This design comes from an exercise in tuning for small area, a short achievable clock period and few clock cycles on the open sky130 flow, not from production work.
Where RTL was checked, it was by simulation tests only, not by an equivalence proof against the original.
Power is estimated from default activity; no workload was simulated.

// gfig_rx
module gfig_rx (
    input  wire         clk,
    input  wire         rst,         
    input  wire         in_valid,
    input  wire [7:0]   in_data,
    input  wire         in_last,
    output wire         in_ready,
    output reg          rep_valid,
    output reg  [2:0]   rep_code,
    output reg  [279:0] rep_data
);
Size in the first run: about 1700 cells after synthesis, ~710 flip-flops, about 0.028 mm2 of cells after synthesis.
==> flow/config.mk <==
export PLATFORM = sky130hd
export DESIGN_NAME = gfig_rx
export DESIGN_NICKNAME = gfig_rx
export VERILOG_FILES = /design/flow/design.v
export SDC_FILE = /design/flow/constraint.sdc
export NUM_CORES = 4
export LEC_CHECK = 0
export ABC_CLOCK_PERIOD_IN_PS = 3000
export CAP_MARGIN = 20
export CORE_MARGIN = 2
export CORE_UTILIZATION = 65
export CTS_CLUSTER_DIAMETER = 80
export CTS_CLUSTER_SIZE = 26
export PLACE_DENSITY = 0.75
export SLEW_MARGIN = 20
==> flow/constraint.sdc <==
create_clock -name core_clock -period 11.0 [get_ports {clk}]
set_input_delay 2.2000 -clock core_clock [delete_from_list [all_inputs] [get_ports {clk}]]
set_output_delay 2.2000 -clock core_clock [all_outputs]
set_load 0.01 [all_outputs]
standard.sh (not shown) runs the stock make flow with config.mk's settings and CLKGATE_MAP_FILE= SYNTH_SCRIPT=/design/flow/synth_recipe.tcl, a recipe that flattens the netlist after the stock synthesis.
==> flow/flow/run.sh <==
#!/bin/bash
# Layout flow: the standard ORFS flow with these changes:
#  - repair_timing keeps a setup margin, so paths are sized and buffered
#    past the clock period, and may resize cells to other footprints;
#  - ports are buffered with buf_1 cells.
set -e -o pipefail
export SETUP_SLACK_MARGIN=7.6
export BUFFER_PORTS_ARGS="-buffer_cell sky130_fd_sc_hd__buf_1"
bash standard.sh MATCH_CELL_FOOTPRINT=0 finish 2>&1 | tee standard_flow.log
Testbench counts at the start, summed over its fixed seeds: cycles 186,711.
==> next run, changes <==
--- a/flow/design.v
+++ b/flow/design.v
@@ -8,47 +8,45 @@
     output reg          rep_valid,
     output reg  [2:0]   rep_code,
     output reg  [279:0] rep_data
 );
     localparam [7:0] M0 = 8'hB2;
     localparam [7:0] M1 = 8'hA1;
     localparam [7:0] VERSION = 8'h01;
     localparam [2:0] R_UNKNOWN   = 3'd4;
     localparam [2:0] R_MALFORMED = 3'd5;
     localparam [2:0] R_STORM     = 3'd6;
-    localparam integer D  = 35;        
+    localparam integer D  = 34;        
+    localparam integer TOTMAX = D + 1;   
     localparam integer AW = 6;
     localparam [1:0] P_HUNT = 2'd0;    
     localparam [1:0] P_FRM  = 2'd1;    
     localparam [1:0] P_UNKW = 2'd2;    
     localparam [1:0] P_SKIP = 2'd3;    
     localparam [15:0] CRC_MAGIC = 16'hC0AB;
     function [15:0] crc_byte;
         input [15:0] c;
         input [7:0]  d;
         integer j;
         reg [15:0] r;
         begin
             r = c ^ {d, 8'h00};
             for (j = 0; j < 8; j = j + 1)
                 r = r[15] ? ((r << 1) ^ 16'h1021) : (r << 1);
             crc_byte = r;
         end
     endfunction
-    reg       rdy;
-    reg       iv, il;
-    reg [7:0] id;
+    reg  rdy;
     assign in_ready = rdy;
-    always @(posedge clk) begin
-        id <= in_data;
-        il <= in_last;
-    end
+    wire iv = in_valid & rdy;      
+    wire il = in_last;
+    wire [7:0] id = in_data;
     reg [8:0]    fm [0:D-1];           
     reg [AW-1:0] wp, rp;
     reg [AW:0]   tot;                  
     reg [AW:0]   avail;                
     reg [5:1]    a_ge;                 
     reg       hbv;                     
     reg [7:0] hb;
     reg       hf;                      
     reg       h_b2, h_a1, h_known, h_v01, h_him;
     wire [8:0] fo = fm[rp];
@@ -103,53 +101,49 @@
     wire [7:0] pd = hb & {8{~clr_r}};
     always @(posedge clk) begin
         for (q = 0; q < 35; q = q + 1)
             if (clr_r || (pay_wr && k == q + 4))
                 rep_data[8*q +: 8] <= pd;
     end
     wire up = iv && !consume;
     wire dn = !iv && consume;
     reg  rdy_n;
     always @* begin
-        case ({rdy, up, dn})
-            3'b010:  rdy_n = tot <= D - 2;
-            3'b001:  rdy_n = tot <= D;
-            3'b110:  rdy_n = tot <= D - 3;
-            3'b101:  rdy_n = tot <= D - 1;
-            3'b100:  rdy_n = tot <= D - 2;
-            default: rdy_n = tot <= D - 1;
+        case ({up, dn})
+            2'b10:   rdy_n = tot <= TOTMAX - 2;
+            2'b01:   rdy_n = tot <= TOTMAX;
+            default: rdy_n = tot <= TOTMAX - 1;
         endcase
     end
     reg [5:1] a_ge_n;
     always @* begin
         for (q = 1; q <= 5; q = q + 1) begin
             if (iv && il)
                 a_ge_n[q] = up ? (tot >= q - 1) : dn ? (tot >= q + 1) : (tot >= q);
             else if (consume)
                 a_ge_n[q] = (q == 5) ? (avail >= 6) : a_ge[q + 1];
             else
                 a_ge_n[q] = a_ge[q];
         end
     end
     reg fin, fin_ok, fin_storm;
     always @(posedge clk) begin
         if (rst) begin
-            rdy <= 1'b0; iv <= 1'b0;
+            rdy <= 1'b0;
             wp <= 0; rp <= 0; tot <= 0; avail <= 0; a_ge <= 5'd0;
             hbv <= 1'b0;
             st <= P_HUNT; prev_b2 <= 1'b0; sl <= 4'd0; inv <= 4'd0;
             storm_pend <= 1'b0;
             rep_valid <= 1'b0;
             clr_r <= 1'b0;
             fin <= 1'b0; fin_storm <= 1'b0;
         end else begin
-            iv  <= in_valid & rdy;
             rdy <= rdy_n;
             if (iv) wp <= (wp == D-1) ? 0 : wp + 1'b1;
             if (ld) rp <= (rp == D-1) ? 0 : rp + 1'b1;
             tot   <= tot_n;
             avail <= avail_n;
             a_ge  <= a_ge_n;
             if (ld) begin
                 hbv     <= 1'b1;
                 hb      <= fo[7:0];
                 hf      <= fo[8];
Result: Routed wire length climbs slightly. Cell area barely changes. Total power drops by a few percent. Via count drops slightly. Die area drops by a few percent. Register-to-register slack is about the same. Final cell count drops slightly. Flip-flop and latch count drops by 19.
Function not checked in the second run of this note: the RTL went through the layout flow alone.

==> static timing again, ports no longer ideal <==
How much do the figures lean on ideal ports? The routed layouts below were timed once more, with nothing changed but the port constraints. Step 1 assumes that a clkbuf_16 drives the clock port and a buf_2 every other input. Step 2 moves the port delays by t, midway between the first and last clock arrival at a register: inputs arrive t later, outputs are due t later. That takes back most of the time a late clock gives input paths. Three values: no drivers, after step 1, after step 2; two values: the first two.
| run | t, ns | slack for setup (ns) | hold slack, ns | latest minus earliest clock arrival (ns) | cell pins on the clock port's net |
|---|---|---|---|---|---|
| the first run | 0.644 | 7.630 / 7.571 / 7.272 | 0.449 / 0.449 / 0.449 | 0.045 / 0.046 | 1 |
| the second run | 0.686 | 7.528 / 7.468 / 7.008 | 0.454 / 0.454 / 0.454 | 0.034 / 0.034 | 1 |
After both steps every run listed still meets setup and hold. For the second run, which loses most, drivers alone change the setup slack by -0.060 ns; drivers and shift together by -0.520 ns.
